This is an optimization exercise on Yosys and OpenROAD, whose aim is small area, a short achievable clock period and few clock cycles per item, not a production implementation. Where RTL was checked, it was by simulation tests only, not by an equivalence proof against the original. No activity file was given, so power comes from the tool's default toggle rates.

==> module ntsc_csc, before the edit <==
module ntsc_csc (
    input  wire        clk,
    input  wire        rst,
    input  wire        in_valid,
    output wire        in_ready,
    input  wire [1:0]  in_op,
    input  wire [31:0] in_data,
    output wire        out_valid,
    input  wire        out_ready,
    output wire [31:0] out_data,
    output wire        out_err
);
    localparam OP_DECODE = 2'd0;
    localparam OP_ENCODE = 2'd1;
    localparam OP_PACK   = 2'd2;
    localparam OP_UNPACK = 2'd3;
    reg         ov;
    reg  [23:0] od;
    reg         oe;
    wire        adv = !ov | out_ready;
    reg         v0;
    reg  [1:0]  op0;
    reg  [23:0] d0;
    reg         e0;
    reg         v1;
    reg  [1:0]  op1;
    reg  [23:0] d1;
    reg         e1;
    reg  [2:0]  step1;
    reg  [5:0]  idx1;
    reg         first1, last1;
    reg         sel1;        
    wire        done1 = !v1 | last1;
    wire        take0 = adv & done1;
    assign in_ready = adv & (!v0 | done1);
    always @(posedge clk) begin
        if (rst) begin
            v0 <= 1'b0;
        end else if (in_ready) begin
            v0 <= in_valid;
        end
    end
    always @(posedge clk) begin
        if (in_ready) begin
            op0 <= in_op;
            d0  <= in_data[23:0];
            e0  <= |in_data[31:6];
        end
    end
    wire [23:0] ccol  = sel1 ? d0 : d1;
    wire [2:0]  cstep = sel1 ? 3'd0 : step1;
    wire [6:0]  cand;
    ntsc_cand u_cand (.col(ccol), .step(cstep), .o(cand));
    always @(posedge clk) begin
        if (rst) begin
            v1 <= 1'b0;
        end else if (take0) begin
            v1 <= v0;
        end
    end
    always @(posedge clk) begin
        if (rst) begin
            sel1 <= 1'b1;
        end else if (adv) begin
            sel1 <= done1 ? (!v0 | (op0 != OP_ENCODE) | cand[6]) : cand[6];
        end
    end
    always @(posedge clk) begin
        if (adv) begin
            if (done1) begin
                op1    <= op0;
                d1     <= d0;
                e1     <= e0;
                step1  <= 3'd1;
                first1 <= 1'b1;
                idx1   <= (op0 == OP_ENCODE) ? cand[5:0] : d0[5:0];
                last1  <= (op0 == OP_ENCODE) ? cand[6] : 1'b1;
            end else begin
                step1  <= step1 + 3'd1;
                first1 <= 1'b0;
                idx1   <= cand[5:0];
                last1  <= cand[6];
            end
        end
    end
    wire [23:0] prgb;
    wire [14:0] pk;
    ntsc_palette u_pal (.index(idx1), .rgb(prgb));
    ntsc_palk    u_pk  (.index(idx1), .k(pk));
    wire [9:0]  r3 = {2'b00, d1[23:16]} + {1'b0, d1[23:16], 1'b0};
    wire [9:0]  g3 = {2'b00, d1[15:8]}  + {1'b0, d1[15:8], 1'b0};
    wire [9:0]  b3 = {2'b00, d1[7:0]}   + {1'b0, d1[7:0], 1'b0};
    function [9:0] pick(input [1:0] dig, input [7:0] c, input [9:0] c3);
        case (dig)
            2'd0:    pick = 10'd0;
            2'd1:    pick = {2'b00, c};
            2'd2:    pick = {1'b0, c, 1'b0};
            default: pick = c3;
        endcase
    endfunction
    function [33:0] csa(input [16:0] a, input [16:0] b, input [16:0] c);
        csa = {(a & b | a & c | b & c) << 1, a ^ b ^ c};
    endfunction
    wire [16:0] row0 = {7'd0, pick(prgb[19:18], d1[23:16], r3)};
    wire [16:0] row1 = {5'd0, pick(prgb[21:20], d1[23:16], r3), 2'd0};
    wire [16:0] row2 = {3'd0, pick(prgb[23:22], d1[23:16], r3), 4'd0};
    wire [16:0] row3 = {7'd0, pick(prgb[11:10], d1[15:8], g3)};
    wire [16:0] row4 = {5'd0, pick(prgb[13:12], d1[15:8], g3), 2'd0};
    wire [16:0] row5 = {3'd0, pick(prgb[15:14], d1[15:8], g3), 4'd0};
    wire [16:0] row6 = {7'd0, pick(prgb[3:2], d1[7:0], b3)};
    wire [16:0] row7 = {5'd0, pick(prgb[5:4], d1[7:0], b3), 2'd0};
    wire [16:0] row8 = {3'd0, pick(prgb[7:6], d1[7:0], b3), 4'd0};
    wire [33:0] l1a = csa(row0, row1, row2);
    wire [33:0] l1b = csa(row3, row4, row5);
    wire [33:0] l1c = csa(row6, row7, row8);
    wire [33:0] l2a = csa(l1a[16:0], l1a[33:17], l1b[16:0]);
    wire [33:0] l2b = csa(l1b[33:17], l1c[16:0], l1c[33:17]);
    wire [33:0] l3a = csa(l2a[16:0], l2a[33:17], l2b[16:0]);
    wire [33:0] l4a = csa(l3a[16:0], l3a[33:17], l2b[33:17]);
    wire [15:0] packed565;
    wire [23:0] unpacked;
    ntsc_pack   u_pack   (.c(d1), .w(packed565));
    ntsc_unpack u_unpack (.w(d1[15:0]), .c(unpacked));
    reg  [23:0] r1;
    always @(*) begin
        case (op1)
            OP_DECODE: r1 = e1 ? 24'd0 : prgb;
            OP_ENCODE: r1 = {1'b0, idx1, l4a[16:0]};
            OP_PACK:   r1 = {8'd0, packed565};
            default:   r1 = unpacked;
        endcase
    end
    reg         v2;
    reg         enc2, first2, last2, err2;
    reg  [23:0] d2;
    reg  [16:1] c2;
    reg  [14:0] k2;
    always @(posedge clk) begin
        if (rst) begin
            v2 <= 1'b0;
        end else if (adv) begin
            v2 <= v1;
        end
    end
    always @(posedge clk) begin
        if (adv) begin
            enc2   <= (op1 == OP_ENCODE);
            first2 <= first1;
            last2  <= last1;
            err2   <= e1 & (op1 == OP_DECODE);
            d2     <= r1;
            c2     <= l4a[33:18];
            k2     <= pk;
        end
    end
    reg  [16:0] best;
    wire [16:0] score2 = d2[16:0] + {c2, 1'b0} + {2'b00, k2};
    wire        better = first2 | (score2 > best);
    always @(posedge clk) begin
        if (rst) begin
            ov <= 1'b0;
        end else if (adv) begin
            ov <= v2 & (!enc2 | last2);
        end
    end
    always @(posedge clk) begin
        if (adv & v2) begin
            if (enc2) begin
                oe <= 1'b0;
                if (better) begin
                    best <= score2;
                    od   <= {18'd0, d2[22:17]};
                end
            end else begin
                oe <= err2;
                od <= d2;
            end
        end
    end
    assign out_valid = ov;
    assign out_data  = {8'd0, od};
    assign out_err   = oe;
endmodule
Settings: LEC_CHECK=0, CAP_MARGIN=20, CORE_MARGIN=2, CORE_UTILIZATION=40, SETUP_SLACK_MARGIN=5, SLEW_MARGIN=20; clock period 10.5 ns.
run.sh (not shown) runs the stock make flow with config.mk's settings and CLKGATE_MAP_FILE= SYNTH_SCRIPT=/design/flow/synth_recipe.tcl, a recipe that flattens the netlist after the stock synthesis.
Change:
--- a/flow/design.v
+++ b/flow/design.v
@@ -1886,26 +1886,25 @@
     wire [33:0] l1c = csa(row6, row7, row8);
     wire [33:0] l2a = csa(l1a[16:0], l1a[33:17], l1b[16:0]);
     wire [33:0] l2b = csa(l1b[33:17], l1c[16:0], l1c[33:17]);
     wire [33:0] l3a = csa(l2a[16:0], l2a[33:17], l2b[16:0]);
-    wire [33:0] l4a = csa(l3a[16:0], l3a[33:17], l2b[33:17]);
     wire [15:0] packed565;
     wire [23:0] unpacked;
     ntsc_pack   u_pack   (.c(d1), .w(packed565));
     ntsc_unpack u_unpack (.w(d1[15:0]), .c(unpacked));
     reg  [23:0] r1;
     always @(*) begin
         case (op1)
             OP_DECODE: r1 = e1 ? 24'd0 : prgb;
-            OP_ENCODE: r1 = {1'b0, idx1, l4a[16:0]};
+            OP_ENCODE: r1 = {1'b0, idx1, l3a[16:0]};
             OP_PACK:   r1 = {8'd0, packed565};
             default:   r1 = unpacked;
         endcase
     end
     reg         v2;
     reg         enc2, first2, last2, err2;
     reg  [23:0] d2;
-    reg  [16:1] c2;
+    reg  [16:1] c2, e2;
     reg  [14:0] k2;
     always @(posedge clk) begin
         if (rst) begin
             v2 <= 1'b0;
@@ -1919,15 +1918,17 @@
             first2 <= first1;
             last2  <= last1;
             err2   <= e1 & (op1 == OP_DECODE);
             d2     <= r1;
-            c2     <= l4a[33:18];
+            c2     <= l3a[33:18];
+            e2     <= l2b[33:18];
             k2     <= pk;
         end
     end
     reg  [16:0] best;
-    wire [16:0] score2 = d2[16:0] + {c2, 1'b0} + {2'b00, k2};
-    wire        better = first2 | (score2 > best);
+    wire [16:0] score2 = d2[16:0] + {c2, 1'b0} + {e2, 1'b0} + {2'b00, k2};
+    wire [17:0] diff2  = {1'b0, d2[16:0]} + {1'b0, c2, 1'b0} + {1'b0, e2, 1'b0} + {3'b000, k2} + {1'b1, ~best};
+    wire        better = first2 | !diff2[17];
     always @(posedge clk) begin
         if (rst) begin
             ov <= 1'b0;
         end else if (adv) begin
Maximum frequency goes up by 2.0%.
Power falls by 2.5%.
Setup slack is better by 0.11 ns.
Core utilization goes down by 1.3 points.
Worst hold slack is worse by 0.0084 ns.
Via count is about the same.
Routed wire length goes down by 0.94%.
Global-route usage went down by 0.83 points.
Synthesized cell count climbs by 0.61%.
Sequential power goes up by about 6%.
Testbench counts after the change, summed over its fixed seeds: cycles 2,981, items 2,048.
No functional check of the RTL was part of the first run of this note.

## re-timing with driven ports
The flow's constraints put no driver on any port. The routed layouts listed below were extracted and timed again, unchanged, in two steps. Step 1 assumes that a clkbuf_16 drives the clock port and a buf_2 every other input. Step 2 times the ports against the registers' clock, not the clock port: input delays grow and output delays shrink by t, the midpoint of the rising clock arrivals with the driver on. Three values: ideal, step 1, step 2; two values: the first two.
run	t, ns	slack for setup (ns)	hold slack, ns	worst setup path at the end	latest minus earliest clock arrival (ns)
the first run	0.547	4.958 / 4.958 / 4.958	0.424 / 0.424 / 0.424	register to register	0.021 / 0.020
the second run	0.536	5.065 / 5.042 / 5.042	0.415 / 0.415 / 0.415	input to output	0.033 / 0.034
After both steps setup and hold are still met in every run listed. For the second run, which loses most, drivers alone change the setup slack by -0.023 ns; drivers and shift together by -0.023 ns.
